This design comes from an exercise in tuning for small area, a short achievable clock period and few clock cycles per item on the open sky130 flow, not from production work.
In this exercise RTL edits were held to simulation tests only and were not proved equivalent to the original.
Power figures rest on the tool's default switching activity, not on a simulated workload.

== run 1 ==
Design pfor_select, start of the top module:
module pfor_select (
    input  wire        clk,
    input  wire        rst,           
    input  wire        in_valid,
    output wire        in_ready,
    input  wire [31:0] in_data,
    input  wire        in_delta,      
    input  wire        in_restart,    
    output wire        out_valid,
    input  wire        out_ready,
    output wire [5:0]  out_b,
    output wire [7:0]  out_cexcept,
    output wire [5:0]  out_maxb
);
Settings: LEC_CHECK=0, CAP_MARGIN=20, CORE_MARGIN=2, CORE_UTILIZATION=40, CTS_CLUSTER_DIAMETER=60, CTS_CLUSTER_SIZE=24, PLACE_DENSITY=0.6, SLEW_MARGIN=20, SETUP_SLACK_MARGIN=7.4, BUFFER_PORTS_ARGS=-buffer_cell sky130_fd_sc_hd__buf_2; clock period 11.0 ns.
standard.sh (not shown) runs the stock make flow with config.mk's settings and CLKGATE_MAP_FILE= SYNTH_SCRIPT=/design/flow/synth_recipe.tcl, a recipe that flattens the netlist after the stock synthesis.
==> flow/flow/run.sh <==
#!/bin/bash
# Own flow: the standard layout (standard.sh, standard synthesis), with
# extra ORFS settings from flow/extra.mk: repair timing towards a tighter
# setup slack target and faster port buffers. The make output goes to
# standard.log; ORFS keeps each tool's log under orfs/logs/.
cat flow/extra.mk >> config.mk
bash standard.sh > standard.log 2>&1
==> flow/flow/extra.mk <==
# Optimisation targets for the layout tools (the SDC and clock are unchanged)
export SETUP_SLACK_MARGIN = 7.4
export BUFFER_PORTS_ARGS = -buffer_cell sky130_fd_sc_hd__buf_2
Run 1: PASS, flow complete, no timing, DRC or antenna violations
Testbench counts of run 1, summed over its fixed seeds: cycles 71,595, items 512.
> inputs changed (run 1 -> run 2)
- CTS_CLUSTER_DIAMETER no longer set, was 60
- CTS_CLUSTER_SIZE no longer set, was 24
- SETUP_SLACK_MARGIN now 7.6, was 7.4
diff --git a/flow/flow/extra.mk b/flow/flow/extra.mk
--- a/flow/flow/extra.mk
+++ b/flow/flow/extra.mk
@@ -2 +2 @@
-export SETUP_SLACK_MARGIN = 7.4
+export SETUP_SLACK_MARGIN = 7.6
No stage failed in run 2, and the final checks on the layout all came back clean.
Run 2 vs run 1 — final total power rose 0.00048 W.
Run 2: combinational cell power is about 7% higher than what run 1 reported.
On fmax, the higher figure sits with run 2, not run 1.
Re part of the total power dissipated in the clock network: run 2 and run 1 aren't equal, and the lower value belongs to run 1.
Tightest hold margin: run 2 < run 1
Cell at the slowest stage of the critical path: sky130_fd_sc_hd__edfxtp_1 -> run 2, sky130_fd_sc_hd__or4_4 -> run 1
First-pass GRT wire length (run 2 over run 1): increase, 1.9%
Going from run 1 to run 2, the last weighted congestion value of the routability-driven placer was found to have gone up by 1.6%.
Compared with run 1, run 2 shows routed wire length that has gone up by a few percent.
#### Input delta (run 3 over run 2)
- swapping 7.6 for 7.4 in SETUP_SLACK_MARGIN
diff --git a/flow/flow/extra.mk b/flow/flow/extra.mk
--- a/flow/flow/extra.mk
+++ b/flow/flow/extra.mk
@@ -2 +2 @@
-export SETUP_SLACK_MARGIN = 7.6
+export SETUP_SLACK_MARGIN = 7.4
==> comparison <==
- On clock-pin slew reported for the worst setup and hold paths after clock tree synthesis, run 3 and run 2 are neck and neck.
- Run 3 -> run 2: buffer levels on the longest clock path delta 0, exact match
- Count of multi-input gates across run 3 and run 2: no real change.
- There was hardly any difference in share of the clock period used by the worst path after layout between run 2 and run 3.
- From run 2 to run 3 the numbers moved as follows: number of cells upsized or downsized after cts shrank by 48, slack of the worst reg-to-reg path shrank by 0.06 ns, aggregate global-route resource usage shrank by 0.20 points, number of placed instances with taps included held steady.
- Relative to run 2, the portion of total power attributed to the clock network of run 3 is lower by 0.7 points.
- Run 3: full flow OK, the timing, DRC and antenna checks passed
- Setup WNS run 2 -> run 3: worse
#### Input delta (run 4 over run 3)
- an added CTS_CLUSTER_DIAMETER of 70
- an added CTS_CLUSTER_SIZE of 28
### Flow results
Changes observed in run 4 relative to run 3: worst hold margin +0.0072 ns, total non-filler cell area in the finished layout -480 µm². Compare run 4 and run 3 | worst ir drop on vdd lower: run 3. Run 4 and run 3 ended up with nearly the same area after detailed placement. Compare run 4 and run 3 | fraction of the cycle the final worst path needs higher: run 4. Worst setup path endpoint: out_maxb[4] -> run 3, fr[2] -> run 4. Measured against each other, run 4 and run 3 differ in non-clock buffer count, the higher figure coming from run 3. sky130_fd_sc_hd__or4_4 as the slowest cell on the critical path was reported by run 4, and sky130_fd_sc_hd__edfxtp_1 by run 3. Against run 3 as the reference, run 4 delivers a lower area growth from synthesis to final layout. Going from run 3 to run 4, the clock share of power was found to have gone down by 5.6 points. Taking run 3 as the reference point, the switching power of run 4 rises by about 0.9%. Diff run 3 -> run 4 | sequential share of cell area | increase of 0.71 points.
Edits applied to the flow inputs when going from run 4 to run 5:
- swapping 0.6 for 0.65 in PLACE_DENSITY
- clearing CTS_CLUSTER_SIZE, which used to be 28
- clearing CTS_CLUSTER_DIAMETER, which used to be 70
- swapping 40 for 50 in CORE_UTILIZATION
Run 4 → run 5: final hold slack moved down; met1 usage increased by 6.5 points relative to the old numbers; total track usage now larger; setup slack shows an increase of 0.052 ns; post-route cell area +1.1%. Run 5 — layout-stage area growth over the synthesis result 1.2 points higher, run 4 as reference. Re sequential share of layout area: run 4 was higher than run 5. [compare] base=run 4 new=run 5: fraction of standard cell area in multi-input logic decreased by 0.67 points relative to the old numbers; pre-CTS setup slack lower; fmax up about 1.5%.
#### Input delta (run 6 over run 5)
- CTS_BUF_LIST: unset -> sky130_fd_sc_hd__clkbuf_8
- PLACE_DENSITY: 0.65 -> 0.75
- CORE_UTILIZATION: 50 -> 60
## What came out
Compared with run 5, run 6 instantiates a smaller number of standard cells.
Level count of the clock H-tree for run 6: 1 up relative to run 5
The wire length of the first global-routing pass of run 6 and that of run 5 are within noise of each other.
Run 6: portion of total power attributed to the clock network is 1.9 points lower than what run 5 reported.
Compare run 6 and run 5 | final wirelength lower: run 6
Run 6 vs. run 5: non-clock buffer count saw an increase, layout buffering overhead excluding clock cells saw an increase, met1 routing resource usage after global routing saw an increase, area overhead of the layout relative to synthesis saw little to no change.
Comparing the two runs side by side, run 6 comes out ahead of run 5 on core outline area.
Run comparison: run 5 worst-path cell with the longest stage delay sky130_fd_sc_hd__or4_4; run 6 worst-path cell with the longest stage delay sky130_fd_sc_hd__fa_1
Compared with run 5, run 6 improves overall power of the completed layout.

==> port drivers added, routing unchanged <==
In the flow no input, the clock included, has a driving cell. The finished layouts below were timed again as built, in two steps. Step 1 (the two cells are an assumption about what drives the block):
set clk [get_ports {clk}]
set_driving_cell -lib_cell sky130_fd_sc_hd__clkbuf_16 $clk
set_driving_cell -lib_cell sky130_fd_sc_hd__buf_2 [delete_from_list [all_inputs] $clk]
Step 2, shift: input delay + t, output delay - t, t = (earliest + latest rising clock arrival at the registers) / 2. This alone moves slack from input paths to output paths. Three values: ideal ports, drivers, drivers and shift; two values: the first two.
run | shift t [ns] | setup slack, ns | latest minus earliest clock arrival (ns)
run 1 | 0.613 | 7.448 / 7.448 / 7.448 | 0.049 / 0.049
run 2 | 0.650 | 7.519 / 7.457 / 7.576 | 0.041 / 0.042
run 3 | 0.652 | 7.510 / 7.451 / 7.520 | 0.029 / 0.030
run 4 | 0.657 | 7.423 / 7.423 / 7.423 | 0.045 / 0.045
run 5 | 0.626 | 7.474 / 7.474 / 7.474 | 0.022 / 0.022
run 6 | 0.664 | 7.437 / 7.437 / 7.261 | 0.030 / 0.030
After both steps every run listed still meets setup and hold. The setup slack of run 6, which loses most, moves by 0.000 ns with the drivers and by -0.176 ns with both steps.
